What follows belongs to an exercise in optimizing a design on an open flow for small area; a production flow would make more cautious choices. Function was checked by simulation only, so behaviour that the tests miss may differ from the original. Power is estimated from default activity; no workload was simulated.

File: standard.sh
#!/bin/bash
# synth_recipe.tcl (not shown) runs the flow's synth.tcl, then flattens the netlist and writes it again
# the make line also repeats each setting of config.mk as NAME=value (left out here)
make -C /OpenROAD-flow-scripts/flow DESIGN_CONFIG=/design/flow/config.mk WORK_HOME=/design/flow/orfs CLKGATE_MAP_FILE= SYNTH_SCRIPT=/design/flow/synth_recipe.tcl "${@:-finish}"
File: flow/run.sh
#!/bin/bash
# The standard layout, with three changes:
#  - after the standard synthesis, the combinational logic is remapped with
#    several area-oriented ABC scripts (flow/reopt.tcl); each result is proved
#    equivalent to the standard netlist (flow/check.tcl) and the smallest
#    proven one is kept; the registers are untouched;
#  - ports are buffered with sky130_fd_sc_hd__buf_1 instead of clkdlybuf4s50_1;
#  - constant outputs share one tie cell, and CTS inserts no dummy loads.
set -euo pipefail
W=$(pwd)
R=$W/orfs/results/$FLOW_PLATFORM/termostato_sig/base
export BUFFER_PORTS_ARGS="-buffer_cell sky130_fd_sc_hd__buf_1"
export SKIP_REPAIR_TIE_FANOUT=1
export CTS_ARGS="-sink_clustering_enable -repair_clock_nets -dont_use_dummy_load"

bash standard.sh $R/1_2_yosys.v > synth.log 2>&1
cp $R/1_2_yosys.v $W/1_2_yosys_standard.v

export REOPT_LIB=$FLOW_HOME/platforms/sky130hd/lib/sky130_fd_sc_hd__tt_025C_1v80.lib
export REOPT_IN=$W/1_2_yosys_standard.v REOPT_TOP=$FLOW_TOP
R2="balance;rewrite;refactor;balance;rewrite;rewrite -z;balance;refactor -z;rewrite -z;balance"
SCRIPTS=(
  "+strash;dc2;$R2;dch -f;amap;topo"
  "+strash;dc2;$R2;dch -f;amap;strash;dch -f;amap;topo"
  "+strash;ifraig;dc2;$R2;dch -f;amap;topo"
  "+strash;dc2;$R2;dc2;$R2;dch -f;amap;topo"
  "+strash;dch -f;amap;topo"
  "+strash;dc2;$R2;&get -n;&dch -f;&nf -p -R 1000;&put;topo"
  "+strash;&get -n;&deepsyn -T 30 -S 1;&put;dch -f;amap;topo"
  "+strash;&get -n;&deepsyn -T 30 -S 2;&put;dch -f;amap;topo"
  "+strash;&get -n;&deepsyn -T 30 -S 3;&put;&get -n;&dch -f;&nf -p -R 1000;&put;topo"
  "+strash;&get -n;&deepsyn -T 30 -S 5;&put;&get -n;&dch -f;&nf -p -R 1000;&put;topo"
)
# remap and prove each candidate, up to NUM_CORES at a time
candidate() {
  local i=$1 out=$W/1_2_yosys_reopt_$1.v
  REOPT_OUT=$out REOPT_SCRIPT="${SCRIPTS[$i]}" yosys -c $W/flow/reopt.tcl > reopt_$i.log 2>&1 || return 0
  if REOPT_OUT=$out yosys -c $W/flow/check.tcl > check_$i.log 2>&1; then
    echo proven > result_$i.txt
  fi
}
for i in "${!SCRIPTS[@]}"; do
  candidate $i &
  while (( $(jobs -rp | wc -l) >= ${NUM_CORES:-4} )); do sleep 1; done
done
wait
best=""; best_area=""
for i in "${!SCRIPTS[@]}"; do
  a=$(grep "Chip area for top module" reopt_$i.log 2>/dev/null | tail -1 | awk '{print $NF}')
  ok=failed; [[ -f result_$i.txt ]] && ok=proven
  echo "script $i: area ${a:-none}, equivalence $ok" >> reopt_choice.log
  [[ $ok == proven && -n "$a" ]] || continue
  if [[ -z "$best_area" ]] || awk "BEGIN{exit !($a < $best_area)}"; then
    best=$i; best_area=$a
  fi
done
if [[ -n "$best" ]]; then
  echo "chosen: script $best, area $best_area" >> reopt_choice.log
  cp $W/1_2_yosys_reopt_$best.v $R/1_2_yosys.v
else
  echo "chosen: the standard netlist" >> reopt_choice.log
fi
bash standard.sh > standard.log 2>&1
File: flow/reopt.tcl
# Re-optimise the combinational logic of the standard synthesis netlist with
# the ABC script in REOPT_SCRIPT. Every flip-flop instance keeps its name,
# cell type and connections; only the logic between them is remapped.
yosys -import
set lib $::env(REOPT_LIB)
read_liberty -ignore_miss_func $lib
foreach m [list sky130_fd_sc_hd__dfxtp_1 sky130_fd_sc_hd__edfxtp_1 sky130_fd_sc_hd__conb_1] {
  setattr -mod -set keep_hierarchy 1 $m
}
read_verilog -defer $::env(REOPT_IN)
hierarchy -top $::env(REOPT_TOP)
flatten
opt -purge
abc -liberty $lib -dont_use sky130_fd_sc_hd__lpflow_* -dont_use sky130_fd_sc_hd__probe* \
  -script $::env(REOPT_SCRIPT)
opt_clean -purge
setundef -zero
hilomap -singleton -hicell sky130_fd_sc_hd__conb_1 HI -locell sky130_fd_sc_hd__conb_1 LO
insbuf -buf sky130_fd_sc_hd__buf_4 A X
opt_clean -purge
yosys rename -hide w:*
stat -liberty $lib
# every cell must be a library cell (no unmapped logic left by ABC)
set unmapped "$::env(REOPT_TOP)/t:\$*"
select -assert-none $unmapped
select $::env(REOPT_TOP)
write_verilog -noattr -nohex -nodec -selected $::env(REOPT_OUT)
File: constraint.sdc
create_clock -name core_clock -period 10.0 [get_ports {clk}]
set_input_delay 2.0000 -clock core_clock [delete_from_list [all_inputs] [get_ports {clk}]]
set_output_delay 2.0000 -clock core_clock [all_outputs]
set_load 0.01 [all_outputs]
File: config.mk
export PLATFORM = sky130hd
export DESIGN_NAME = termostato_sig
export DESIGN_NICKNAME = termostato_sig
export VERILOG_FILES = /design/flow/design.v
export SDC_FILE = /design/flow/constraint.sdc
export NUM_CORES = 4
export LEC_CHECK = 0
export CAP_MARGIN = 20
export CORE_MARGIN = 2
export CORE_UTILIZATION = 40
export SLEW_MARGIN = 20
File: flow/check.tcl
# Prove that the remapped netlist (REOPT_OUT) is equivalent to the standard
# synthesis netlist (REOPT_IN). Both hold the same flip-flop instances: they
# are kept as black boxes and cut open into ports named after the instance,
# and the logic in between is compared combinationally.
yosys -import
set lib $::env(REOPT_LIB)
read_liberty -ignore_miss_func $lib
blackbox sky130_fd_sc_hd__dfxtp_1 sky130_fd_sc_hd__edfxtp_1
read_verilog $::env(REOPT_IN)
yosys rename $::env(REOPT_TOP) gold
read_verilog $::env(REOPT_OUT)
yosys rename $::env(REOPT_TOP) gate
hierarchy -check
flatten -noscopeinfo
opt_clean
yosys expose -evert {gold/t:sky130_fd_sc_hd__dfxtp_1} {gold/t:sky130_fd_sc_hd__edfxtp_1} {gate/t:sky130_fd_sc_hd__dfxtp_1} {gate/t:sky130_fd_sc_hd__edfxtp_1}
setundef -undriven -anyseq
miter -equiv -flatten -make_assert gold gate miter
hierarchy -top miter
sat -verify -prove-asserts miter
File: design.v
`default_nettype none
module termostato_sig (
    input  wire        clk,
    input  wire        rst,         
    input  wire        cmd_valid,   
    input  wire [31:0] cmd,
    output wire        cmd_ready,   
    output wire        rsp_valid,   
    output wire [31:0] rsp,
    output reg         led_dout,
    output reg         servo_out
);
    reg [15:0] pw;         
    reg [4:0]  ft;         
    reg [15:0] sec;        
    reg [1:0]  frm;        
    reg        tick_en;    
    reg [1:0]  tph;        
    reg        tpend;      
    reg        tovr;       
    reg        gapv;       
    reg        ill;        
    reg [23:0] frame;      
    reg [5:0]  pk;         
    reg [4:0]  pd;         
    wire busy = !pk[5] && !(pk[4] && pk[3]);         
    wire sat  = (pk == 6'd24) && (pd == 5'd0);       
    wire z23 = (cmd[23:0] == 24'h0);
    wire is_nop   = (cmd[31:24] == 8'h00) && z23;
    wire is_send  = (cmd[31:24] == 8'h10);
    wire is_wrpw  = (cmd[31:16] == 16'h2000);
    wire is_wrctl = (cmd[31:24] == 8'h30) && (cmd[23:1] == 23'h0);
    wire is_rd    = (cmd[31:28] == 4'h4) && z23 && (cmd[27:24] <= 4'd4);
    assign cmd_ready = !busy && !rst;
    wire   accept    = cmd_valid && cmd_ready;
    wire       tick_ev   = tick_en && (tph == 2'd3);
    wire       svc       = tpend && !busy;
    wire       ft_wrap   = (ft == 5'd19);
    wire [4:0] ft_p2     = svc ? (ft_wrap ? 5'd0 : ft + 5'd1) : ft;
    wire       sec_step  = svc && ft_wrap && frm[1];
    wire [15:0] sec_p2   = sec + {15'd0, sec_step};
    wire       tpend_p2  = tpend && !svc;
    wire       tpend_p3  = tpend_p2 || tick_ev;
    wire       tovr_p3   = tovr || (tick_ev && tpend_p2);
    wire [3:0] sel = cmd[27:24];
    assign rsp_valid = accept && is_rd;
    assign rsp[31:16] = 16'd0;
    assign rsp[15:0] = !rsp_valid ? 16'd0 :
        sel[2]               ? sec_p2 :
        (sel[1:0] == 2'd0)   ? {12'd0, ill, gapv, tovr_p3, tpend_p3} :
        (sel[1:0] == 2'd1)   ? {11'd0, ft_p2} :
        (sel[1:0] == 2'd2)   ? pw :
                               {15'd0, tick_en};
    wire do_send  = accept && is_send;
    wire do_wrpw  = accept && is_wrpw;
    wire do_wrctl = accept && is_wrctl;
    wire do_ill   = accept && !(is_nop || is_send || is_wrpw || is_wrctl || is_rd);
    wire pd_zero = (pd == 5'd0);
    wire [5:0] pk_dec = pd_zero ? pk - 6'd1 : pk;
    wire [4:0] pd_dec = pd_zero ? 5'd19 : pd - 5'd1;
    wire lvl = pd_zero ? (pk != 6'd0)
                       : ((pd >= 5'd15) || ((pd >= 5'd8) && frame[pk[4:0]]));
    always @(posedge clk) begin
        if (do_send)
            frame <= {cmd[15:8], cmd[23:16], cmd[7:0]};
        tph <= tick_en ? tph + 2'd1 : 2'd0;
        if (rst) begin
            pw        <= 16'd0;
            ft        <= 5'd0;
            sec       <= 16'd0;
            frm       <= 2'd0;
            tick_en   <= 1'b0;
            tpend     <= 1'b0;
            tovr      <= 1'b0;
            gapv      <= 1'b0;
            ill       <= 1'b0;
            pk        <= 6'd24;
            pd        <= 5'd0;
            led_dout  <= 1'b0;
            servo_out <= 1'b0;
        end else begin
            ft  <= ft_p2;
            sec <= sec_p2;
            if (svc) begin
                servo_out <= (pw[15:5] != 11'd0) || (ft_p2 <= pw[4:0]);
                if (ft_wrap)
                    frm <= frm[1] ? 2'd0 : frm + 2'd1;
            end
            tpend <= tpend_p3;
            tovr  <= tovr_p3;
            if (do_wrpw)
                pw <= cmd[15:0];
            if (do_wrctl) begin
                tick_en <= cmd[0];
                if (!cmd[0])
                    tpend <= 1'b0;
            end
            if (do_ill)
                ill <= 1'b1;
            if (do_send) begin
                if (!sat)
                    gapv <= 1'b1;
                pk       <= 6'd23;
                pd       <= 5'd19;
                led_dout <= 1'b1;
            end else begin
                if (!sat) begin
                    pk <= pk_dec;
                    pd <= pd_dec;
                end
                led_dout <= busy && lvl;
            end
        end
    end
endmodule
`default_nettype wire
==> results of run 1 <==
[final cells by class]
class	instances	area, sq um
fill	833	4740
sequential	83	1900
multi-input combinational	257	1500
timing repair buffer	57	225
tap	108	135
clock buffer	9	124
inverter	3	11.3
[placed cells by master, fill, tap and decap left out, types with 5 or more instances in the layout]
| cell type | instances |
|---|---|
| xor2_1 | 9 |
| o21ai_0 | 27 |
| a22o_1 | 17 |
| buf_1 | 54 |
| xnor2_1 | 10 |
| nand2_1 | 38 |
| nor2b_1 | 9 |
| edfxtp_1 | 24 |
| clkbuf_8 | 9 |
| a21oi_1 | 20 |
| nor4_1 | 10 |
| nand3_1 | 11 |
| dfxtp_1 | 59 |
| nand2b_1 | 5 |
| nor3_1 | 9 |
| nor2_1 | 42 |
[power groups by stage]
stage / Clock (mW) / Sequential [mW] / Combinational (mW)
CTS: 0.189 / 0.381 / 0.137
detailed placement: 0 / 0.388 / 0.136
global placement: 0 / 0.388 / 0.135
floorplan: 0 / 0.383 / 0.105
global route: 0.203 / 0.385 / 0.154
finish: 0.181 / 0.381 / 0.135
[worst max-delay path: cells and delay by family, from the launching register on]
kind,cells,cell delay (ns)
AND/OR/NAND/NOR,14,2.93
AO/OA/AOI/OAI,3,0.78
flip-flops,1,0.37
buffers and inverters,1,0.20
XOR/XNOR,1,0.15
[per-layer routing]
| layer | wire length (um) | share of wire (%) | vias up | track usage, % |
|---|---|---|---|---|
| li1 | - | - | 1402 | - |
| met2 | 3780 | 48 | 42 | 27.4 |
| met4 | 116 | 1.5 | 0 | 5.34 |
| met1 | 3700 | 47 | 1270 | 22.1 |
| met5 | 0 | 0 | - | 0 |
| met3 | 287 | 3.6 | 11 | 4.22 |
[how the worst max path moves through the flow]
stage                     endpoint     from  slack [ns]  cells after the start
after floorplan             rsp[1]  cmd[31]        3.77                      8
after detailed placement    rsp[1]  cmd[31]        3.31                     10
after global routing       rsp[15]    pk[4]        2.81                     19
after global placement      rsp[3]  cmd[31]        3.39                     10
final                      rsp[15]    pk[4]        3.23                     19
after CTS                  rsp[15]    pk[4]        3.13                     19
[flip-flops by register name, indices dropped and copies added, names as in the netlist, 2 cells and up]
signal  cells
tph         2
frame      24
ft          5
pw         16
pd          5
sec        16
pk          6
frm         2
[per-stage QoR]
step	util [%]	cell area (sq um)	cells
2_1_floorplan	-	3520	359
6_report	45.1	3890	517
3_3_place_gp	43.7	3770	508
3_5_place_dp	43.7	3770	508
4_1_cts	45.1	3890	517
5_1_grt	45.1	3890	517
==> results.toml, run 1 <==
[run]
cap_violations = 0

[synth]
synth_cells = 359
avgSynthCellArea_sq_um = 9.81
syn_area_sq_mm = 0.00352
synth_nets = 394
yosysWarningCount = 1

[timing]
rsz0062_at_grt = "false"
min_period_ns = 6.77
slew_headroom_pct = 30.3
fin_skew_ns = 0.0254
holdWs_ns = 0.454
post-route-period-util_pct = 67.7
worst_slew_pin_slew_ns = 1.04
finalSetupTns_ns = 0
drv_slew = 0
setup_ws_ns = 3.23
max_freq_mhz = 148
finalSetupViolCount = 0
hold_violations = 0

[pwr]
p_sw_mw = 0.201
p_clk_share_pct = 26.0
leakagePower_nw = 1.29
swShare_pct = 28.8
combinationalPowerShare_pct = 19.4
cellInternalPower_mw = 0.497
ir_drop_uv = 83.8
power_density_mw_per_mm2 = 179
power_mw = 0.697
seqPwrFrac_pct = 54.6

[clock_network]
cts_buffer_depth = 2
cts.clk_slew.worst_paths_ns = 0.08
cts_buffers = 9
cts_tree = "built"
insertion_delay_ns = 0.35
post-cts-setup-buffers = 0
holdBufCountCts = 0
cts_resized = 0
clock-sinks = 83
cts_root_buf = "clkbuf_8"
cts_max_level = 3

[min_path]
whs_endpoint = "tph[1]"
hold_path_class = "reg -> reg"
min_path_cells = 1
min_from = "tph[1]"

[setup_path]
cp_max_fo = 6
crit_required_ns = 8.00
critPathCaptureType = "primary output"
timing.rr.end = "sec[15]"
r2r_start = "pk[4]"
crit_path_frequent_cell = "nor2b_1"
cp_cell_sequence = "a21oi_1 > nor2b_1 > and3_1 > a21oi_1 > and2_0 > nand3_1 > nor2b_1 > nand3_1 > nor2b_1 > nand3_1 > nor2b_1 > nand3_1 > nor2b_1 > nand3_1 > nor2b_1 > nand2_1 > xor2_1 > o21ai_0 > buf_1"
startpoint_type = "flop"
max_stage_delay_ns = 0.41
reg2regPathDepth = 18
critPathArrivalTime_ns = 4.77
reg2reg_setup_slack_ns = 5.78
slowest_stage = "a21oi_1"
critical_path_class = "reg -> out"

[routing]
drc = 0
wl_mm = 7.89
wl_per_cell_um = 15.3
first_pass_iters = 4
drtAntennaViolNets = 0
drtIter0Drc = 267
vias = 2725
routed_via_density = 5.27

[floorplan]
die_h_um = 97.8
floorplan.rows = 34
ios = 71
start_util_pct = 40.8
die_w_um = 97.8
die-area_sq_mm = 0.00957
coreArea_sq_mm = 0.00864

[cells_and_area]
drive_gt1_share_pct = 3.42
n_antenna_cell = 0
finalNetCount = 446
syn_to_final_growth_pct = 10.6

[global_routing]
grt_pass1_vias = 2676
grtUsageTotal_pct = 16.8
grt_pass1_wl_mm = 13.0
antenna_found_initial = 0
grt_max_degree = 40
overflow = 0

[placement]
gp_congestion = 0.826
hpwlAfterDp_mm = 5.78
io_buffer_count = 54
place_ws_ns = 3.31

[run_status]
status = "finished clean"
==> run 2: changes to the inputs <==
--- a/config.mk
+++ b/config.mk
@@ -7,5 +7,5 @@
 export LEC_CHECK = 0
 export CAP_MARGIN = 20
 export CORE_MARGIN = 2
-export CORE_UTILIZATION = 40
+export CORE_UTILIZATION = 70
 export SLEW_MARGIN = 20
==> results.toml, run 2 <==
[setup_path]
reg2regPathDepth = 18
critPathArrivalTime_ns = 4.70
reg2reg_setup_slack_ns = 5.77
startpoint_type = "input pin"
critical_path_class = "in -> out"
crit_required_ns = 8.00
r2r_start = "pk[4]"
cp_max_fo = 39
critPathCaptureType = "primary output"
timing.rr.end = "sec[15]"

[pwr]
cellInternalPower_mw = 0.497
seqPwrFrac_pct = 54.3
swShare_pct = 29.4
p_sw_mw = 0.207
power_density_mw_per_mm2 = 183
ir_drop_uv = 116
p_clk_share_pct = 25.6
combinationalPowerShare_pct = 20.1
leakagePower_nw = 1.29
power_mw = 0.704

[routing]
drc = 0
drtIter0Drc = 195
wl_mm = 7.65
first_pass_iters = 5
wl_per_cell_um = 16.1
vias = 2856
routed_via_density = 6.01
drtAntennaViolNets = 0

[floorplan]
die_w_um = 74.9
floorplan.rows = 25
ios = 71
start_util_pct = 73.6
die_h_um = 74.9
coreArea_sq_mm = 0.00479
die-area_sq_mm = 0.00562

[clock_network]
post-cts-setup-buffers = 0
cts.clk_slew.worst_paths_ns = 0.07
cts_tree = "built"
cts_resized = 0
clock-sinks = 83
cts_buffer_depth = 2
holdBufCountCts = 0
cts_buffers = 9
cts_root_buf = "clkbuf_8"
insertion_delay_ns = 0.35
cts_max_level = 3

[placement]
place_area_sq_mm = 0.00372
hpwlAfterDp_mm = 5.44
io_buffer_count = 54
gp_congestion = 0.853

[cells_and_area]
ff_latch_area_sq_mm = 0.00190
reg_top3 = "frame x24, pw x16, sec x16"
top_register = "frame"
syn_to_final_growth_pct = 9.06
finalNetCount = 445
drive_gt1_share_pct = 3.19
num-fill-cells = 322
fin_area_sq_mm = 0.00384
largest_reg_flops = 24
multi_input_area_sq_mm = 0.00150
n_antenna_cell = 0
layout_common_cells = "dfxtp_1, buf_1, nor2_1"
layout_commonest_cell = "dfxtp_1"

[timing]
drv_slew = 0
finalSetupViolCount = 0
max_freq_mhz = 149
fin_skew_ns = 0.0272
slew_headroom_pct = 29.5
holdWs_ns = 0.451
post-route-period-util_pct = 67.0
rsz0062_at_grt = "false"
hold_violations = 0
worst_slew_pin_slew_ns = 1.05
min_period_ns = 6.70
finalSetupTns_ns = 0

[min_path]
whs_endpoint = "tph[1]"
min_path_cells = 1
min_from = "tph[1]"
hold_path_class = "reg -> reg"

[synth]
synth_nets = 394
avgSynthCellArea_sq_um = 9.81
synth_cells = 359
yosysWarningCount = 1
syn_area_sq_mm = 0.00352

[global_routing]
met3_usage_pct = 5.49
use_met2_pct = 45.6
grt_pass1_wl_mm = 12.0
use_met1_pct = 39.4
grtUsageTotal_pct = 28.6
antenna_found_initial = 0
grt_max_degree = 40
busiest_layer = "met2"
grt_pass1_vias = 2538
overflow = 0

[run]
cap_violations = 0

[run_status]
status = "finished clean"
[run 2: area by class of cell]
cell class | instances | area share, %
clock buffers | 9 | 3.22
inverters | 3 | 0.293
flip-flops and latches | 83 | 49.5
multi-input cells | 257 | 39.1
well taps | 67 | 2.18
repair buffers | 56 | 5.67
[run 2: worst max path at each step]
| stage | start | endpoint | depth (start not counted) | slack, ns |
|---|---|---|---|---|
| detailed placement | cmd[10] | rsp[1] | 9 | 3.35 |
| floorplan | cmd[31] | rsp[1] | 8 | 3.77 |
| global route | pk[4] | rsp[15] | 19 | 2.88 |
| CTS | pk[4] | rsp[15] | 19 | 3.30 |
| finish | rst | rsp[3] | 10 | 3.30 |
| global placement | cmd[10] | rsp[1] | 9 | 3.37 |
[run 2: layer usage]
layer  vias to the layer above  routed length, um
li1                       1401                  -
met1                      1337               3280
met2                       107               3790
met3                        11                499
met4                         0                 84
met5                         -                  0
[run 2: stage by stage]
step	instances	worst slack (ns)	util (%)
finish	475	3.30	80.3
CTS	475	3.30	80.3
floorplan	359	3.77	-
detailed placement	466	3.35	77.7
global route	475	2.88	80.3
global placement	466	3.37	77.6
[run 2: power by group through the flow]
stage	clock, mW	combinational (mW)	sequential [mW]
after floorplan	0	0.105	0.383
after global placement	0	0.133	0.387
after detailed placement	0	0.139	0.389
after CTS	0.180	0.140	0.381
after global routing	0.192	0.160	0.384
final	0.180	0.142	0.382
[run 2: worst max-delay path, stage by stage]
cell and delay, ns:
buf_1 0.07, buf_4 0.25, nor2_1 0.23, nand2_1 0.19, nor4_1 0.63, nand2_1 0.14
nor2_1 0.72, a221oi_1 0.17, o21ai_0 0.13, buf_1 0.17
==> run 3: changes to the inputs <==
--- a/config.mk
+++ b/config.mk
@@ -5,7 +5,7 @@
 export SDC_FILE = /design/flow/constraint.sdc
 export NUM_CORES = 4
 export LEC_CHECK = 0
-export CAP_MARGIN = 20
+export CAP_MARGIN = 0
 export CORE_MARGIN = 2
-export CORE_UTILIZATION = 70
-export SLEW_MARGIN = 20
+export CORE_UTILIZATION = 40
+export SLEW_MARGIN = 0
==> results.toml, run 3 <==
[global_routing]
overflow = 0
grtUsageTotal_pct = 16.8
antenna_found_initial = 0
grt_pass1_vias = 2676
grt_max_degree = 40
grt_pass1_wl_mm = 13.0

[cells_and_area]
largest_reg_flops = 24
reg_top3 = "frame x24, pw x16, sec x16"
finalNetCount = 446
drive_gt1_share_pct = 3.42
layout_commonest_cell = "dfxtp_1"
n_antenna_cell = 0
layout_common_cells = "dfxtp_1, buf_1, nor2_1"
syn_to_final_growth_pct = 10.6
top_register = "frame"

[placement]
gp_congestion = 0.826
hpwlAfterDp_mm = 5.78
io_buffer_count = 54

[timing]
worst_slew_pin_slew_ns = 1.04
rsz0062_at_grt = "false"
drv_slew = 0
holdWs_ns = 0.454
fin_skew_ns = 0.0254
min_period_ns = 6.77
finalSetupViolCount = 0
hold_violations = 0
max_freq_mhz = 148
slew_headroom_pct = 30.3
post-route-period-util_pct = 67.7
finalSetupTns_ns = 0

[routing]
routed_via_density = 5.27
drtAntennaViolNets = 0
drtIter0Drc = 267
wl_mm = 7.89
drc = 0
first_pass_iters = 4
vias = 2725
wl_per_cell_um = 15.3

[pwr]
power_density_mw_per_mm2 = 179
leakagePower_nw = 1.29
ir_drop_uv = 83.8

[setup_path]
cp_cell_sequence = "a21oi_1 > nor2b_1 > and3_1 > a21oi_1 > and2_0 > nand3_1 > nor2b_1 > nand3_1 > nor2b_1 > nand3_1 > nor2b_1 > nand3_1 > nor2b_1 > nand3_1 > nor2b_1 > nand2_1 > xor2_1 > o21ai_0 > buf_1"
startpoint_type = "flop"
critPathCaptureType = "primary output"
critical_path_class = "reg -> out"
reg2reg_setup_slack_ns = 5.78
crit_required_ns = 8.00
max_stage_delay_ns = 0.41
reg2regPathDepth = 18
cp_max_fo = 6
critPathArrivalTime_ns = 4.77
crit_path_frequent_cell = "nor2b_1"
slowest_stage = "a21oi_1"

[min_path]
hold_path_class = "reg -> reg"
min_path_cells = 1

[clock_network]
cts_resized = 0
cts_buffer_depth = 2
clock-sinks = 83
post-cts-setup-buffers = 0
insertion_delay_ns = 0.35
cts_root_buf = "clkbuf_8"
holdBufCountCts = 0
cts.clk_slew.worst_paths_ns = 0.08
cts_tree = "built"
cts_buffers = 9
cts_max_level = 3

[floorplan]
ios = 71
floorplan.rows = 34
die-area_sq_mm = 0.00957
die_w_um = 97.8
coreArea_sq_mm = 0.00864
die_h_um = 97.8
start_util_pct = 40.8

[synth]
synth_cells = 359
syn_area_sq_mm = 0.00352
synth_nets = 394
avgSynthCellArea_sq_um = 9.81
yosysWarningCount = 1

[run]
cap_violations = 0

[run_status]
status = "finished clean"
[run 3: power by group]
| group | total (mW) | internal (mW) | switching, mW |
|---|---|---|---|
| clock | 0.181 | 0.0806 | 0.101 |
| sequential | 0.381 | 0.361 | 0.0196 |
| combinational | 0.135 | 0.0552 | 0.0801 |
[run 3: final timing paths]
path / from / endpoint
min reg2reg: tph[1] / tph[1]
max reg2reg: pk[4] / sec[15]
min: tph[1] / tph[1]
max: pk[4] / rsp[15]
[run 3: final cells by class]
type,count,area [sq um]
fillers,833,4740
flip-flops and latches,83,1900
multi-input cells,257,1500
repair buffers,57,225
well taps,108,135
clock buffers,9,124
inverters,3,11.3
[run 3: worst max-delay path: cells and delay by family (launching register included)]
family                 cells  cell delay (ns)
flip-flops                 1             0.37
XOR/XNOR                   1             0.15
buffers and inverters      1             0.20
AND/OR/NAND/NOR           14             2.93
AO/OA/AOI/OAI              3             0.78
[run 3: per-layer routing]
layer	vias up	global-route usage [%]	part of all wire, %
li1	1402	-	-
met2	42	27.4	48
met5	-	0	0
met1	1270	22.1	47
met4	0	5.34	1.5
met3	11	4.22	3.6
[run 3: per-stage QoR]
step	worst slack, ns	util [%]	total power [mW]	instance area [sq um]	std cells
2_1_floorplan	3.77	-	0.489	3520	359
3_3_place_gp	3.39	43.7	0.523	3770	508
3_5_place_dp	3.31	43.7	0.524	3770	508
4_1_cts	3.13	45.1	0.707	3890	517
5_1_grt	2.81	45.1	0.742	3890	517
6_report	3.23	45.1	0.697	3890	517
==> run 4: changes to the inputs <==
--- a/flow/run.sh
+++ b/flow/run.sh
@@ -19,18 +19,14 @@
 export REOPT_LIB=$FLOW_HOME/platforms/sky130hd/lib/sky130_fd_sc_hd__tt_025C_1v80.lib
 export REOPT_IN=$W/1_2_yosys_standard.v REOPT_TOP=$FLOW_TOP
 R2="balance;rewrite;refactor;balance;rewrite;rewrite -z;balance;refactor -z;rewrite -z;balance"
+NF="&dch -f;&nf -p -R 1000 -F 10 -A 10 -C 32"
 SCRIPTS=(
   "+strash;dc2;$R2;dch -f;amap;topo"
   "+strash;dc2;$R2;dch -f;amap;strash;dch -f;amap;topo"
-  "+strash;ifraig;dc2;$R2;dch -f;amap;topo"
-  "+strash;dc2;$R2;dc2;$R2;dch -f;amap;topo"
-  "+strash;dch -f;amap;topo"
-  "+strash;dc2;$R2;&get -n;&dch -f;&nf -p -R 1000;&put;topo"
-  "+strash;&get -n;&deepsyn -T 30 -S 1;&put;dch -f;amap;topo"
-  "+strash;&get -n;&deepsyn -T 30 -S 2;&put;dch -f;amap;topo"
-  "+strash;&get -n;&deepsyn -T 30 -S 3;&put;&get -n;&dch -f;&nf -p -R 1000;&put;topo"
-  "+strash;&get -n;&deepsyn -T 30 -S 5;&put;&get -n;&dch -f;&nf -p -R 1000;&put;topo"
 )
+for seed in 1 3 5 7 9 11 13 15; do
+  SCRIPTS+=("+strash;&get -n;&deepsyn -T 30 -S $seed;&put;&get -n;$NF;&put;topo")
+done
 # remap and prove each candidate, up to NUM_CORES at a time
 candidate() {
   local i=$1 out=$W/1_2_yosys_reopt_$1.v
--- a/config.mk
+++ b/config.mk
@@ -5,7 +5,7 @@
 export SDC_FILE = /design/flow/constraint.sdc
 export NUM_CORES = 4
 export LEC_CHECK = 0
-export CAP_MARGIN = 0
+export CAP_MARGIN = 20
 export CORE_MARGIN = 2
 export CORE_UTILIZATION = 40
-export SLEW_MARGIN = 0
+export SLEW_MARGIN = 20
==> results.toml, run 4 <==
[floorplan]
coreArea_sq_mm = 0.00864
start_util_pct = 40.7
floorplan.rows = 34
die_h_um = 97.7
ios = 71
die_w_um = 97.7
die-area_sq_mm = 0.00955

[routing]
drtAntennaViolNets = 0
vias = 2767
first_pass_iters = 5
routed.top_layer = "met4"
wl_mm = 8.12
wl_met1_mm = 3.75
routed_via_density = 5.40
met3_length_um = 317
dr_wl_met2_mm = 3.97
drc = 0
wl_per_cell_um = 15.9
drtIter0Drc = 122

[timing]
worst_slew_pin_slew_ns = 1.03
finalSetupTns_ns = 0
drv_slew = 0
rsz0062_at_grt = "false"
min_period_ns = 6.87
fin_skew_ns = 0.0183
hold_violations = 0
holdWs_ns = 0.456
post-route-period-util_pct = 68.7
finalSetupViolCount = 0
slew_headroom_pct = 31.2
max_freq_mhz = 146

[setup_path]
max_stage_delay_ns = 0.48
crit_path_frequent_cell = "nor2b_1"
critPathTopFamily = "simple AND/OR/NAND/NOR gates"
crit_required_ns = 8.00
crit_buf_inv = 1
reg2regPathDepth = 18
critPathCaptureType = "primary output"
critPathArrivalTime_ns = 4.87
cp.depth = 19
cp_cell_sequence = "a21oi_1 > nor2b_1 > and3_1 > nand2_1 > and4_1 > nand3_1 > nor2b_1 > nand3_1 > nor2b_1 > nand3_1 > nor2b_1 > nand3_1 > nor2b_1 > nand3_1 > nor2b_1 > nand2_1 > xor2_1 > o21ai_0 > buf_1"
slowest_stage = "a21oi_1"
critical_path_class = "reg -> out"
reg2reg_setup_slack_ns = 5.61
startpoint_type = "flop"
cp_max_fo = 8

[min_path]
min_path_cells = 1
hold_path_class = "reg -> reg"

[clock_network]
cts_buffers = 9
clock-sinks = 83
cts_max_level = 3
cts_resized = 0
holdBufCountCts = 0
cts.clk_slew.worst_paths_ns = 0.07
cts_root_buf = "clkbuf_8"
cts_buffer_depth = 2
cts_tree = "built"
post-cts-setup-buffers = 0
insertion_delay_ns = 0.35

[synth]
synth_nets = 390
synth_cells = 355
syn_area_sq_mm = 0.00351
yosysWarningCount = 1
avgSynthCellArea_sq_um = 9.90

[placement]
gp_congestion = 0.828
io_buffer_count = 54
hpwlAfterDp_mm = 5.95

[global_routing]
grt_max_degree = 31
grt_pass1_wl_mm = 13.2
grtUsageTotal_pct = 17.4
antenna_found_initial = 0
grt_pass1_vias = 2673
overflow = 0

[pwr]
p_clk_share_pct = 27.3
p_sw_mw = 0.187
ir_drop_uv = 74.3
seqPwrFrac_pct = 57.2
combinationalPowerShare_pct = 15.5
cellInternalPower_mw = 0.481
swShare_pct = 28.0
leakagePower_nw = 1.34
power_density_mw_per_mm2 = 172

[cells_and_area]
syn_to_final_growth_pct = 10.3
largest_reg_flops = 24
ff_latch_area_sq_mm = 0.00190
layout_common_cells = "dfxtp_1, buf_1, nor2_1"
drive_gt1_share_pct = 2.97
top_register = "frame"
reg_top3 = "frame x24, pw x16, sec x16"
num-fill-cells = 873
layout_commonest_cell = "dfxtp_1"
multi_input_area_sq_mm = 0.00148
finalNetCount = 441
n_antenna_cell = 0

[run_status]
status = "finished clean"

[run]
cap_violations = 0
run 4: final cells by class:
cell class	count	area share [%]
Inverter	6	0.581
Clock buffer	9	3.20
Sequential cell	83	49.1
Multi-Input combinational cell	250	38.1
Tap cell	108	3.49
Timing Repair Buffer	56	5.62
run 4: per-stage QoR:
step / utilization [%] / power, mW / instances / setup WS [ns] / area [sq um]
finish: 44.9 / 0.667 / 512 / 3.13 / 3880
global route: 44.9 / 0.707 / 512 / 2.64 / 3880
CTS: 44.9 / 0.673 / 512 / 3.11 / 3880
detailed placement: 43.5 / 0.493 / 503 / 3.44 / 3750
global placement: 43.5 / 0.490 / 503 / 3.48 / 3750
floorplan: - / 0.461 / 355 / 4.14 / 3510
run 4: path summary, 6_finish.rpt:
path | startpoint | end
worst max-delay path | pk[4] | rsp[15]
worst min-delay path | tph[1] | tph[1]
worst max register to register | pk[4] | sec[15]
worst min register to register | tph[1] | tph[1]
run 4: power groups by stage:
stage	logic [mW]	clock network (mW)	registers [mW]
2_1_floorplan	0.0776	0	0.383
3_3_place_gp	0.102	0	0.388
3_5_place_dp	0.104	0	0.389
4_1_cts	0.104	0.188	0.382
5_1_grt	0.119	0.203	0.384
6_report	0.104	0.182	0.382
run 4: routing by layer:
metal,vias to the layer above,track usage (%)
met3,5,4.82
met4,0,4.17
met5,-,0
met1,1317,21.5
met2,50,30.1
li1,1395,-
==> run 5: changes to the inputs <==
==> flow/run.sh (replaced) <==
#!/bin/bash
# The standard layout, with three changes:
#  - after the standard synthesis, the combinational logic is remapped with
#    a few area-oriented ABC scripts (flow/reopt.tcl); each result is proved
#    equivalent to the standard netlist (flow/check.tcl) and the smallest
#    proven one is kept; the registers are untouched;
#  - ports are buffered with sky130_fd_sc_hd__buf_1 instead of clkdlybuf4s50_1;
#  - constant outputs share one tie cell, and CTS inserts no dummy loads.
set -euo pipefail
W=$(pwd)
R=$W/orfs/results/$FLOW_PLATFORM/termostato_sig/base
export BUFFER_PORTS_ARGS="-buffer_cell sky130_fd_sc_hd__buf_1"
export SKIP_REPAIR_TIE_FANOUT=1
export CTS_ARGS="-sink_clustering_enable -repair_clock_nets -dont_use_dummy_load"

bash standard.sh $R/1_2_yosys.v > synth.log 2>&1
cp $R/1_2_yosys.v $W/1_2_yosys_standard.v

export REOPT_LIB=$FLOW_HOME/platforms/sky130hd/lib/sky130_fd_sc_hd__tt_025C_1v80.lib
export REOPT_IN=$W/1_2_yosys_standard.v REOPT_TOP=$FLOW_TOP
R2="balance;rewrite;refactor;balance;rewrite;rewrite -z;balance;refactor -z;rewrite -z;balance"
SCRIPTS=(
  "+strash;dc2;$R2;dch -f;amap;topo"
  "+strash;dc2;$R2;dch -f;amap;strash;dch -f;amap;topo"
  "+strash;ifraig;dc2;$R2;dch -f;amap;topo"
  "+strash;dc2;$R2;dc2;$R2;dch -f;amap;topo"
  "+strash;dch -f;amap;topo"
  "+strash;dc2;$R2;&get -n;&dch -f;&nf -p -R 1000;&put;topo"
)
best=""; best_area=""
for i in "${!SCRIPTS[@]}"; do
  out=$W/1_2_yosys_reopt_$i.v
  REOPT_OUT=$out REOPT_SCRIPT="${SCRIPTS[$i]}" yosys -c $W/flow/reopt.tcl > reopt_$i.log 2>&1 || continue
  a=$(grep "Chip area for top module" reopt_$i.log | tail -1 | awk '{print $NF}')
  if REOPT_OUT=$out yosys -c $W/flow/check.tcl > check_$i.log 2>&1; then ok=proven; else ok=failed; fi
  echo "script $i: area $a, equivalence $ok" >> reopt_choice.log
  [[ $ok == proven && -n "$a" ]] || continue
  if [[ -z "$best_area" ]] || awk "BEGIN{exit !($a < $best_area)}"; then
    best=$i; best_area=$a
  fi
done
if [[ -n "$best" ]]; then
  echo "chosen: script $best, area $best_area" >> reopt_choice.log
  cp $W/1_2_yosys_reopt_$best.v $R/1_2_yosys.v
else
  echo "chosen: the standard netlist" >> reopt_choice.log
fi
bash standard.sh > standard.log 2>&1
--- a/flow/reopt.tcl
+++ b/flow/reopt.tcl
@@ -21,7 +21,6 @@
 yosys rename -hide w:*
 stat -liberty $lib
 # every cell must be a library cell (no unmapped logic left by ABC)
-set unmapped "$::env(REOPT_TOP)/t:\$*"
-select -assert-none $unmapped
+select -assert-none {*/t:$*}
 select $::env(REOPT_TOP)
 write_verilog -noattr -nohex -nodec -selected $::env(REOPT_OUT)
==> results.toml, run 5 <==
[clock_network]
cts.clk_slew.worst_paths_ns = 0.06
cts_buffer_depth = 2
insertion_delay_ns = 0.35
cts_buffers = 9
cts_root_buf = "clkbuf_8"
clock-sinks = 83
cts_max_level = 3
cts_tree = "built"
holdBufCountCts = 0
post-cts-setup-buffers = 0
cts_resized = 0

[cells_and_area]
syn_to_final_growth_pct = 6.95
largest_reg_flops = 24
multi_input_area_sq_mm = 0.00200
ff_latch_area_sq_mm = 0.00190
top_register = "frame"
layout_common_cells = "nor2_1, dfxtp_1, buf_1"
fin_area_sq_mm = 0.00450
n_antenna_cell = 0
finalNetCount = 521
num-fill-cells = 1017
drive_gt1_share_pct = 5.72
reg_top3 = "frame x24, pw x16, sec x16"
layout_commonest_cell = "nor2_1"

[synth]
synth_cells = 443
synth_top_area_cell = "dfxtp_1"
synth_area_leaders = "dfxtp_1, edfxtp_1, nor2_1, mux2i_1, ha_1"
synth_seq_cells = 83
synth-async-reset-ratio_pct = 0
synth_edf_count = 24
ys_top_cells_by_count = "nor2_1, dfxtp_1, nand2_1, edfxtp_1"
ys_seq_area_share_pct = 45.2
avgSynthCellArea_sq_um = 9.51
synthFlopType = "dfxtp_1"
yosysWarningCount = 1
synth.top_cell.area_share_pct = 28.0
syn_area_sq_mm = 0.00421
synth_nets = 490
synth_cell_type_count = 57
synth_most_common_cell = "nor2_1"

[pwr]
ir_drop_uv = 75.6
leakagePower_nw = 1.57
cellInternalPower_mw = 0.522
power_density_mw_per_mm2 = 170
combinationalPowerShare_pct = 23.5
p_clk_share_pct = 24.1
power_mw = 0.764
seqPwrFrac_pct = 52.3
p_sw_mw = 0.242
swShare_pct = 31.7

[routing]
vias = 3175
drtIter0Drc = 134
first_pass_iters = 4
wl_mm = 9.26
wl_per_cell_um = 15.2
routed_via_density = 5.22
drc = 0
drtAntennaViolNets = 0

[timing]
worst_slew_pin_slew_ns = 0.595
rsz0062_at_grt = "false"
max_freq_mhz = 163
finalSetupViolCount = 0
fin_skew_ns = 0.0228
finalSetupTns_ns = 0
min_period_ns = 6.13
drv_slew = 0
hold_violations = 0
post-route-period-util_pct = 61.3
slew_headroom_pct = 60.3

[placement]
gp_congestion = 0.863
hpwlAfterDp_mm = 6.83
place_area_sq_mm = 0.00438
io_buffer_count = 54

[floorplan]
coreArea_sq_mm = 0.0103
die-area_sq_mm = 0.0114
start_util_pct = 41.0
ios = 71
die_h_um = 107
floorplan.rows = 37
die_w_um = 107

[setup_path]
cp_cell_sequence = "clkbuf_2 > buf_4 > inv_1 > nand3_1 > nor4_1 > o2111ai_1 > buf_4 > a221oi_1 > buf_1"
crit_path_frequent_cell = "buf_4"
reg2regPathDepth = 11
startpoint_type = "input pin"
critPathArrivalTime_ns = 4.13
timing.rr.end = "servo_out"
cp.depth = 9
reg2reg_setup_slack_ns = 7.17
critPathCaptureType = "primary output"
slowest_stage = "inv_1"
r2r_start = "pk[4]"
cp-endpoint = "rsp[0]"
critPathTopFamily = "buffers and inverters"
cp_max_fo = 43
crit_required_ns = 8.00
critical_path_class = "in -> out"
setup.worst_path.start = "rst"
crit_buf_inv = 5
max_stage_delay_ns = 0.44

[global_routing]
antenna_found_initial = 0
grt_pass1_vias = 3052
grtUsageTotal_pct = 17.1
grt_max_degree = 44
overflow = 0
grt_pass1_wl_mm = 15.3

[run]
cap_violations = 0

[run_status]
status = "finished clean"

[min_path]
hold_path_class = "reg -> reg"
[run 5: cell types whose count changed in the layout (fill, tap and decap cells not counted), sizes merged, moves of 6 or more]
cell,previous run,this run
ha,0,12
and2,2,19
a21oi,11,21
nand2,38,26
a22o,16,2
nor2,41,60
mux2i,2,19
inv,0,22
a22oi,2,10
o21ai,26,9
clkinv,6,0
[run 5: worst min path at each step]
stage                   to  slack (ns)  cells after the start   start
global placement    tph[0]        0.41                      1  tph[0]
CTS                 tph[0]        0.43                      1  tph[0]
global route        tph[0]        0.45                      1  tph[0]
detailed placement  tph[0]        0.42                      1  tph[0]
finish              tph[0]        0.42                      1  tph[0]
floorplan           tph[0]        0.40                      1  tph[0]
[run 5: power by group through the flow]
stage                     logic [mW]  registers, mW  clock network, mW
after global routing           0.206          0.404              0.204
after global placement         0.177          0.407                  0
after floorplan                0.168          0.381                  0
after CTS                      0.181          0.400              0.189
final                          0.180          0.400              0.184
after detailed placement       0.179          0.407                  0
[run 5: kinds of logic (layout without fill, tap and decap cells)]
group / after synthesis / after routing / share of synthesized area [%]
flip-flops: 83 / 83 / 45.2
other: 1 / 1 / 0.0890
AO/OA/AOI/OAI: 69 / 69 / 11.1
adder cells (fa/ha/maj): 13 / 13 / 3.80
XOR/XNOR: 20 / 20 / 4.16
AND/OR/NAND/NOR: 172 / 172 / 20.6
buffers and inverters: 59 / 88 / 7.37
multiplexers: 26 / 26 / 7.72
[run 5: routing by layer]
| metal | wire [um] | track usage (%) |
|---|---|---|
| met5 | 0 | 0 |
| met4 | 80 | 3.90 |
| met3 | 320 | 3.89 |
| met2 | 4440 | 29.3 |
| met1 | 4420 | 22.0 |
[run 5: stage by stage]
stage	util (%)	hold WS [ns]	setup WS, ns	cells
global route	43.8	0.454	3.65	608
global placement	42.6	0.409	3.87	599
floorplan	-	0.398	4.60	443
finish	43.8	0.425	3.87	608
CTS	43.8	0.427	3.81	608
detailed placement	42.6	0.415	3.81	599
[run 5: area by class of cell]
type / count / share of cell area, %
Clock buffer: 9 / 2.75
Inverter: 22 / 1.83
Multi-Input combinational cell: 301 / 44.4
Sequential cell: 83 / 42.2
Tap cell: 136 / 3.78
Timing Repair Buffer: 57 / 5.03
==> run 6: changes to the inputs <==
--- a/flow/reopt.tcl
+++ b/flow/reopt.tcl
@@ -21,6 +21,7 @@
 yosys rename -hide w:*
 stat -liberty $lib
 # every cell must be a library cell (no unmapped logic left by ABC)
-select -assert-none {*/t:$*}
+set unmapped "$::env(REOPT_TOP)/t:\$*"
+select -assert-none $unmapped
 select $::env(REOPT_TOP)
 write_verilog -noattr -nohex -nodec -selected $::env(REOPT_OUT)
==> results.toml, run 6 <==
[clock_network]
cts_root_buf = "clkbuf_8"
insertion_delay_ns = 0.36
cts_max_level = 3
cts.clk_slew.worst_paths_ns = 0.06
cts_resized = 0
clock-sinks = 83
post-cts-setup-buffers = 0
cts_buffers = 9
cts_tree = "built"
holdBufCountCts = 0
cts_buffer_depth = 2

[setup_path]
reg2reg_setup_slack_ns = 5.83
timing.rr.end = "sec[15]"
critPathArrivalTime_ns = 5.03
cp_cell_sequence = "buf_1 > or4_1 > or4_1 > nor4b_1 > nor4bb_1 > clkinv_1 > a221oi_1 > buf_1"
reg2regPathDepth = 41
slowest_stage = "or4_1"
r2r_start = "pk[3]"
cp_max_fo = 16
critPathCaptureType = "primary output"
max_stage_delay_ns = 0.51
startpoint_type = "input pin"
crit_required_ns = 8.00
critical_path_class = "in -> out"

[floorplan]
die-area_sq_mm = 0.00988
floorplan.rows = 34
die_h_um = 99.4
ios = 71
die_w_um = 99.4
start_util_pct = 41.5
coreArea_sq_mm = 0.00876

[min_path]
min_path_cells = 1
hold_path_class = "reg -> reg"
min_from = "tph[0]"
whs_endpoint = "tph[0]"

[timing]
fin_skew_ns = 0.0217
post-route-period-util_pct = 70.3
finalSetupViolCount = 0
hold_violations = 0
worst_slew_pin_slew_ns = 0.775
min_period_ns = 7.03
slew_headroom_pct = 48.1
rsz0062_at_grt = "false"
max_freq_mhz = 142
holdWs_ns = 0.443
finalSetupTns_ns = 0
drv_slew = 0

[placement]
io_buffer_count = 54
gp_congestion = 0.889
hpwlAfterDp_mm = 6.45

[routing]
drtAntennaViolNets = 0
first_pass_iters = 6
drtIter0Drc = 226
routed_via_density = 5.35
wl_per_cell_um = 15.0
drc = 0
vias = 3128
wl_mm = 8.77

[run_status]
status = "finished clean"

[cells_and_area]
layout_commonest_cell = "nor2_1"
n_antenna_cell = 0
drive_gt1_share_pct = 2.73
reg_top3 = "frame x24, pw x16, sec x16"
largest_reg_flops = 24
finalNetCount = 514
syn_to_final_growth_pct = 10.0
top_register = "frame"
num-fill-cells = 897
layout_common_cells = "nor2_1, dfxtp_1, buf_1"

[global_routing]
use_met1_pct = 25.9
met3_usage_pct = 5.06
busiest_layer = "met2"
antenna_found_initial = 0
grt_pass1_vias = 2934
grt_max_degree = 51
grt_pass1_wl_mm = 14.5
grtUsageTotal_pct = 18.6
overflow = 0
use_met2_pct = 29.5

[synth]
avgSynthCellArea_sq_um = 8.50
synth_nets = 463
synth_cells = 428
yosysWarningCount = 1
syn_area_sq_mm = 0.00364

[pwr]
power_mw = 0.715
ir_drop_uv = 83.0
leakagePower_nw = 1.31
power_density_mw_per_mm2 = 179

[run]
cap_violations = 0
==> run 6: final cells by class <==
cell class,count,area (sq um),area share (%)
clock buffer,9,124,3.09
multi-input combinational,286,1460,36.5
sequential,83,1900,47.5
inverter,43,161,4.03
timing repair buffer,56,219,5.47
tap,108,135,3.38
==> run 6: where the power goes <==
part	internal (mW)	switching, mW
registers	0.362	0.0134
logic	0.0518	0.103
clock network	0.0805	0.105
total	0.494	0.221
==> run 6: routing by layer <==
layer	share of wire, %	wire, um
met1	48	4180
met2	46	4010
met3	5.7	503
met4	0.81	71
met5	0	0
==> run 6: how the worst max path moves through the flow <==
stage / start / end / slack, ns / cells past startpoint
after CTS: cmd[10] / rsp[2] / 2.95 / 8
after detailed placement: cmd[10] / rsp[2] / 2.97 / 8
after floorplan: cmd[24] / pk[5] / 3.16 / 8
after global placement: cmd[10] / rsp[3] / 3.12 / 8
final: cmd[10] / rsp[2] / 2.97 / 8
after global routing: pk[4] / rsp[15] / 2.47 / 44
==> run 6: through the flow <==
step | utilization [%] | area (sq um) | std cells | setup slack [ns]
6_report | 45.7 | 4000 | 585 | 2.97
5_1_grt | 45.7 | 4000 | 585 | 2.47
4_1_cts | 45.7 | 4000 | 585 | 2.95
3_5_place_dp | 44.3 | 3880 | 576 | 2.97
3_3_place_gp | 44.3 | 3880 | 576 | 3.12
2_1_floorplan | - | 3640 | 428 | 3.16
==> run 6: critical path: cells and delay by family <==
kind | cells | cell delay (ns)
buffers and inverters | 3 | 0.80
AOI/OAI and AO/OA | 1 | 0.39
and+or+nand+nor | 4 | 1.84
==> run 7: changes to the inputs <==
--- a/flow/run.sh
+++ b/flow/run.sh
@@ -11,7 +11,7 @@
 R=$W/orfs/results/$FLOW_PLATFORM/termostato_sig/base
 export BUFFER_PORTS_ARGS="-buffer_cell sky130_fd_sc_hd__buf_1"
 export SKIP_REPAIR_TIE_FANOUT=1
-export CTS_ARGS="-sink_clustering_enable -repair_clock_nets -dont_use_dummy_load"
+export CTS_ARGS="-sink_clustering_enable -repair_clock_nets -dont_use_dummy_load -buf_list {sky130_fd_sc_hd__clkbuf_4} -root_buf sky130_fd_sc_hd__clkbuf_8 -sink_clustering_size 8 -sink_clustering_max_diameter 40"
 
 bash standard.sh $R/1_2_yosys.v > synth.log 2>&1
 cp $R/1_2_yosys.v $W/1_2_yosys_standard.v
==> results.toml, run 7 <==
[global_routing]
grtUsageTotal_pct = 18.6
met3_usage_pct = 5.06
overflow = 0
grt_pass1_wl_mm = 14.5
busiest_layer = "met2"
use_met1_pct = 25.9
grt_max_degree = 51
grt_pass1_vias = 2934
use_met2_pct = 29.5
antenna_found_initial = 0

[floorplan]
die-area_sq_mm = 0.00988
die_w_um = 99.4
start_util_pct = 41.5
die_h_um = 99.4
ios = 71
floorplan.rows = 34
coreArea_sq_mm = 0.00876

[setup_path]
critPathTopFamily = "simple AND/OR/NAND/NOR gates"
max_stage_delay_ns = 0.51
reg2reg_setup_slack_ns = 5.83
slowest_stage = "or4_1"
crit_buf_inv = 3
critPathArrivalTime_ns = 5.03
startpoint_type = "input pin"
reg2regPathDepth = 41
cp_max_fo = 16
critPathCaptureType = "primary output"
cp_cell_sequence = "buf_1 > or4_1 > or4_1 > nor4b_1 > nor4bb_1 > clkinv_1 > a221oi_1 > buf_1"
crit_required_ns = 8.00
critical_path_class = "in -> out"
cp.depth = 8

[clock_network]
holdBufCountCts = 0
cts_max_level = 3
clock-sinks = 83
cts_root_buf = "clkbuf_8"
insertion_delay_ns = 0.36
cts_resized = 0
cts.clk_slew.worst_paths_ns = 0.06
post-cts-setup-buffers = 0
cts_tree = "built"
cts_buffer_depth = 2
cts_buffers = 9

[timing]
min_period_ns = 7.03
post-route-period-util_pct = 70.3
finalSetupViolCount = 0
hold_violations = 0
slew_headroom_pct = 48.1
worst_slew_pin_slew_ns = 0.775
rsz0062_at_grt = "false"
max_freq_mhz = 142
finalSetupTns_ns = 0
fin_skew_ns = 0.0217
drv_slew = 0

[run]
cap_violations = 0

[routing]
drtAntennaViolNets = 0
vias = 3128
drtIter0Drc = 226
first_pass_iters = 6
wl_per_cell_um = 15.0
drc = 0
routed_via_density = 5.35
wl_mm = 8.77

[placement]
io_buffer_count = 54
gp_congestion = 0.889
hpwlAfterDp_mm = 6.45

[run_status]
status = "finished clean"

[synth]
avgSynthCellArea_sq_um = 8.50
synth_cells = 428
syn_area_sq_mm = 0.00364
yosysWarningCount = 1
synth_nets = 463

[cells_and_area]
utilization_pct = 45.7
largest_reg_flops = 24
layout_common_cells = "nor2_1, dfxtp_1, buf_1"
layout_commonest_cell = "nor2_1"
reg_top3 = "frame x24, pw x16, sec x16"
n_antenna_cell = 0
syn_to_final_growth_pct = 10.0
top_register = "frame"
finalNetCount = 514
drive_gt1_share_pct = 2.73

[min_path]
hold_path_class = "reg -> reg"
min_path_cells = 1

[pwr]
power_density_mw_per_mm2 = 179
leakagePower_nw = 1.31
ir_drop_uv = 83.0
## run 7: cell counts in the layout (fill, tap and decap cells not counted)
No cell type changed its count.
## run 7: routing by layer
| metal | wire, um | vias to the layer above |
|---|---|---|
| met4 | 71 | 0 |
| li1 | - | 1605 |
| met5 | 0 | - |
| met1 | 4180 | 1422 |
| met3 | 503 | 10 |
| met2 | 4010 | 91 |
## run 7: metrics by stage
step / instance area (sq um) / std cells / hold slack (ns) / total power, mW / setup WS [ns]
after floorplan: 3640 / 428 / 0.403 / 0.496 / 3.16
after global placement: 3880 / 576 / 0.418 / 0.535 / 3.12
after global routing: 4000 / 585 / 0.481 / 0.761 / 2.47
after CTS: 4000 / 585 / 0.445 / 0.720 / 2.95
after detailed placement: 3880 / 576 / 0.432 / 0.536 / 2.97
final: 4000 / 585 / 0.443 / 0.715 / 2.97
## run 7: worst reg2reg max path, delay by kind of cell, from the launching register on
kind                   cells  cell delay (ns)
AND/OR/NAND/NOR           23             2.28
buffers and inverters     17             1.26
flip-flops                 1             0.32
AO/OA/AOI/OAI              1             0.16
## run 7: where the power goes
part | internal, mW | switching, mW | total [mW]
combinational | 0.0518 | 0.103 | 0.155
sequential | 0.362 | 0.0134 | 0.375
clock | 0.0805 | 0.105 | 0.185
total | 0.494 | 0.221 | 0.715
## run 7: final timing paths
kind	endpoint	from
max	rsp[2]	cmd[10]
min	tph[0]	tph[0]
max reg2reg	sec[15]	pk[3]
min reg2reg	tph[0]	tph[0]
## run 7: layout make-up
type	instances	area, sq um
tap	108	135
clock buffer	9	124
inverter	43	161
sequential	83	1900
fill	897	4760
timing repair buffer	56	219
multi-input combinational	286	1460
==> run 8: changes to the inputs <==
--- a/flow/run.sh
+++ b/flow/run.sh
@@ -11,7 +11,7 @@
 R=$W/orfs/results/$FLOW_PLATFORM/termostato_sig/base
 export BUFFER_PORTS_ARGS="-buffer_cell sky130_fd_sc_hd__buf_1"
 export SKIP_REPAIR_TIE_FANOUT=1
-export CTS_ARGS="-sink_clustering_enable -repair_clock_nets -dont_use_dummy_load -buf_list {sky130_fd_sc_hd__clkbuf_4} -root_buf sky130_fd_sc_hd__clkbuf_8 -sink_clustering_size 8 -sink_clustering_max_diameter 40"
+export CTS_ARGS="-sink_clustering_enable -repair_clock_nets -dont_use_dummy_load -buf_list {sky130_fd_sc_hd__clkbuf_4} -root_buf sky130_fd_sc_hd__clkbuf_8 -sink_clustering_size 10"
 
 bash standard.sh $R/1_2_yosys.v > synth.log 2>&1
 cp $R/1_2_yosys.v $W/1_2_yosys_standard.v
==> results.toml, run 8 <==
[floorplan]
coreArea_sq_mm = 0.00876
die-area_sq_mm = 0.00988
start_util_pct = 41.5
floorplan.rows = 34
ios = 71
die_w_um = 99.4
die_h_um = 99.4

[clock_network]
cts_buffers = 9
clock-sinks = 83
cts_root_buf = "clkbuf_8"
cts_max_level = 3
insertion_delay_ns = 0.36
cts_buffer_depth = 2
holdBufCountCts = 0
cts.clk_slew.worst_paths_ns = 0.06
cts_tree = "built"
cts_resized = 0
post-cts-setup-buffers = 0

[run_status]
status = "finished clean"

[routing]
drtIter0Drc = 226
drc = 0
drtAntennaViolNets = 0
vias = 3128
first_pass_iters = 6
wl_per_cell_um = 15.0
wl_mm = 8.77
routed_via_density = 5.35

[cells_and_area]
finalNetCount = 514
largest_reg_flops = 24
layout_common_cells = "nor2_1, dfxtp_1, buf_1"
drive_gt1_share_pct = 2.73
layout_commonest_cell = "nor2_1"
reg_top3 = "frame x24, pw x16, sec x16"
syn_to_final_growth_pct = 10.0
n_antenna_cell = 0
top_register = "frame"

[timing]
min_period_ns = 7.03
worst_slew_pin_slew_ns = 0.775
hold_violations = 0
rsz0062_at_grt = "false"
slew_headroom_pct = 48.1
max_freq_mhz = 142
post-route-period-util_pct = 70.3
drv_slew = 0
finalSetupTns_ns = 0
finalSetupViolCount = 0
fin_skew_ns = 0.0217

[pwr]
leakagePower_nw = 1.31
ir_drop_uv = 83.0
power_mw = 0.715
power_density_mw_per_mm2 = 179

[global_routing]
overflow = 0
grtUsageTotal_pct = 18.6
grt_pass1_wl_mm = 14.5
antenna_found_initial = 0
grt_max_degree = 51
grt_pass1_vias = 2934

[setup_path]
critPathTopFamily = "simple AND/OR/NAND/NOR gates"
critPathArrivalTime_ns = 5.03
slowest_stage = "or4_1"
cp_max_fo = 16
crit_buf_inv = 3
critPathCaptureType = "primary output"
startpoint_type = "input pin"
critical_path_class = "in -> out"
cp_cell_sequence = "buf_1 > or4_1 > or4_1 > nor4b_1 > nor4bb_1 > clkinv_1 > a221oi_1 > buf_1"
crit_required_ns = 8.00
reg2reg_setup_slack_ns = 5.83
max_stage_delay_ns = 0.51

[synth]
syn_area_sq_mm = 0.00364
yosysWarningCount = 1
synth_nets = 463
synth_cells = 428
avgSynthCellArea_sq_um = 8.50

[min_path]
hold_path_class = "reg -> reg"

[placement]
io_buffer_count = 54
gp_congestion = 0.889
hpwlAfterDp_mm = 6.45

[run]
cap_violations = 0
==> run 8: report_power, final <==
group          internal, mW  switching [mW]  total, mW
clock                0.0805           0.105      0.185
combinational        0.0518           0.103      0.155
sequential            0.362          0.0134      0.375
==> run 8: cell type report <==
type                            count  area (sq um)
Multi-Input combinational cell    286          1460
Timing Repair Buffer               56           219
Clock buffer                        9           124
Tap cell                          108           135
Inverter                           43           161
Fill cell                         897          4760
Sequential cell                    83          1900
==> run 8: path summary, 6_finish.rpt <==
path | cells after the start | endpoint | start
min reg2reg | 1 | tph[0] | tph[0]
min | 1 | tph[0] | tph[0]
max reg2reg | 41 | sec[15] | pk[3]
max | 8 | rsp[2] | cmd[10]
==> run 8: stage by stage <==
stage	hold slack (ns)	instances	cell area (sq um)	worst slack [ns]	util, %
after floorplan	0.403	428	3640	3.16	-
after global placement	0.418	576	3880	3.12	44.3
after detailed placement	0.432	576	3880	2.97	44.3
after CTS	0.445	585	4000	2.95	45.7
after global routing	0.481	585	4000	2.47	45.7
final	0.443	585	4000	2.97	45.7
==> run 8: per-layer routing <==
layer	track usage, %	wire length, um	up-vias
met3	5.06	503	10
met1	25.9	4180	1422
met2	29.5	4010	91
met4	3.48	71	0
li1	-	-	1605
met5	0	0	-
==> run 9: changes to the inputs <==
--- a/flow/run.sh
+++ b/flow/run.sh
@@ -11,7 +11,7 @@
 R=$W/orfs/results/$FLOW_PLATFORM/termostato_sig/base
 export BUFFER_PORTS_ARGS="-buffer_cell sky130_fd_sc_hd__buf_1"
 export SKIP_REPAIR_TIE_FANOUT=1
-export CTS_ARGS="-sink_clustering_enable -repair_clock_nets -dont_use_dummy_load -buf_list {sky130_fd_sc_hd__clkbuf_4} -root_buf sky130_fd_sc_hd__clkbuf_8 -sink_clustering_size 10"
+export CTS_ARGS="-repair_clock_nets -dont_use_dummy_load -buf_list {sky130_fd_sc_hd__clkbuf_8} -root_buf sky130_fd_sc_hd__clkbuf_8"
 
 bash standard.sh $R/1_2_yosys.v > synth.log 2>&1
 cp $R/1_2_yosys.v $W/1_2_yosys_standard.v
==> results.toml, run 9 <==
[global_routing]
overflow = 0
grtUsageTotal_pct = 18.6
busiest_layer = "met2"
grt_pass1_wl_mm = 14.5
met3_usage_pct = 5.06
antenna_found_initial = 0
use_met1_pct = 25.9
grt_max_degree = 51
use_met2_pct = 29.5
grt_pass1_vias = 2934

[routing]
wl_mm = 8.77
drtAntennaViolNets = 0
routed_via_density = 5.35
vias = 3128
first_pass_iters = 6
drc = 0
drtIter0Drc = 226
wl_per_cell_um = 15.0

[cells_and_area]
layout_common_cells = "nor2_1, dfxtp_1, buf_1"
finalNetCount = 514
largest_reg_flops = 24
finalNonFillerCells = 585
top_register = "frame"
drive_gt1_share_pct = 2.73
layout_commonest_cell = "nor2_1"
n_antenna_cell = 0
utilization_pct = 45.7
reg_top3 = "frame x24, pw x16, sec x16"
syn_to_final_growth_pct = 10.0
num-fill-cells = 897
fin_area_sq_mm = 0.00400

[setup_path]
critPathCaptureType = "primary output"
timing.rr.end = "sec[15]"
reg2reg_setup_slack_ns = 5.83
startpoint_type = "input pin"
cp_max_fo = 16
reg2regPathDepth = 41
cp-endpoint = "rsp[2]"
critPathArrivalTime_ns = 5.03
critical_path_class = "in -> out"
setup.worst_path.start = "cmd[10]"
r2r_start = "pk[3]"
crit_required_ns = 8.00

[timing]
slew_headroom_pct = 48.1
finalSetupViolCount = 0
drv_slew = 0
finalSetupTns_ns = 0
hold_violations = 0
post-route-period-util_pct = 70.3
worst_slew_pin_slew_ns = 0.775
max_freq_mhz = 142
fin_skew_ns = 0.0217
rsz0062_at_grt = "false"
min_period_ns = 7.03

[run_status]
status = "finished clean"

[synth]
synth_cells = 428
syn_area_sq_mm = 0.00364
synth_nets = 463
avgSynthCellArea_sq_um = 8.50
yosysWarningCount = 1

[clock_network]
cts_max_level = 3
post-cts-setup-buffers = 0
cts_root_buf = "clkbuf_8"
cts_buffer_depth = 2
insertion_delay_ns = 0.36
cts.clk_slew.worst_paths_ns = 0.06
cts_buffers = 9
clock-sinks = 83
cts_resized = 0
holdBufCountCts = 0
cts_tree = "built"

[run]
cap_violations = 0

[pwr]
combinationalPowerShare_pct = 21.7
p_sw_mw = 0.221
cellInternalPower_mw = 0.494
swShare_pct = 30.9
seqPwrFrac_pct = 52.4
p_clk_share_pct = 25.9
power_mw = 0.715
power_density_mw_per_mm2 = 179
leakagePower_nw = 1.31
ir_drop_uv = 83.0

[floorplan]
coreArea_sq_mm = 0.00876
floorplan.rows = 34
ios = 71
die-area_sq_mm = 0.00988
die_h_um = 99.4
die_w_um = 99.4
start_util_pct = 41.5

[placement]
io_buffer_count = 54
gp_congestion = 0.889
dp.cells = 576
place_area_sq_mm = 0.00388
hpwlAfterDp_mm = 6.45

[min_path]
hold_path_class = "reg -> reg"
## run 9: cell counts in the layout (fill, tap and decap cells not counted)
No cell type changed its count.
## run 9: cell type report
type / instances / area, sq um / share of cell area [%]
flip-flops and latches: 83 / 1900 / 47.5
multi-input cells: 286 / 1460 / 36.5
repair buffers: 56 / 219 / 5.47
inverters: 43 / 161 / 4.03
well taps: 108 / 135 / 3.38
clock buffers: 9 / 124 / 3.09
## run 9: stage by stage
stage | hold slack (ns) | setup slack [ns]
2_1_floorplan | 0.403 | 3.16
3_3_place_gp | 0.418 | 3.12
3_5_place_dp | 0.432 | 2.97
4_1_cts | 0.445 | 2.95
5_1_grt | 0.481 | 2.47
6_report | 0.443 | 2.97
## run 9: worst max-delay path, cell delays in order
cell	delay, ns
buf_1	0.10
or4_1	0.51
or4_1	0.44
nor4b_1	0.48
nor4bb_1	0.41
clkinv_1	0.51
a221oi_1	0.39
buf_1	0.19
## run 9: power by group through the flow
stage               sequential (mW)  combinational [mW]  clock (mW)
global placement              0.382               0.153           0
floorplan                     0.379               0.117           0
CTS                           0.375               0.155       0.190
detailed placement            0.383               0.153           0
global route                  0.377               0.177       0.206
finish                        0.375               0.155       0.185
## run 9: per-layer routing
layer,routed length (um),up-vias
met1,4180,1422
met3,503,10
met4,71,0
met2,4010,91
met5,0,-
li1,-,1605
## run 9: worst min-delay path by stage
stage	from	to	slack (ns)	depth (start not counted)
floorplan	tph[0]	tph[0]	0.40	1
global placement	tph[0]	tph[0]	0.42	1
detailed placement	tph[0]	tph[0]	0.43	1
CTS	tph[0]	tph[0]	0.45	1
global route	tph[0]	tph[0]	0.48	1
finish	tph[0]	tph[0]	0.44	1

[what the ideal ports hide]
Ports are ideal in the flow. The routed layouts listed here were re-timed in OpenROAD. Step 1: set_driving_cell puts a clkbuf_16 on clk and a buf_2 on each other input, an assumption about the parent block. Step 2, shift: input delay + t, output delay - t, t = (earliest + latest rising clock arrival at the registers) / 2. This alone moves slack from input paths to output paths. Three values: ideal ports, drivers, drivers and shift; two values: the first two.
run | t, ns | setup slack, ns | worst setup path after step 2
run 1 | 0.363 | 3.226 / 3.197 / 3.280 | input to output
run 2 | 0.366 | 3.295 / 3.276 / 3.276 | input to output
run 3 | 0.363 | 3.226 / 3.197 / 3.280 | input to output
run 4 | 0.372 | 3.129 / 3.097 / 3.401 | input to output
run 5 | 0.371 | 3.874 / 3.853 / 3.853 | input to output
run 6 | 0.376 | 2.966 / 2.946 / 2.946 | input to output
run 7 | 0.376 | 2.966 / 2.946 / 2.946 | input to output
run 8 | 0.376 | 2.966 / 2.946 / 2.946 | input to output
run 9 | 0.376 | 2.966 / 2.946 / 2.946 | input to output
After both steps setup and hold are still met in every run listed. The setup slack of run 5, which loses most, moves by -0.021 ns with the drivers and by -0.021 ns with both steps.
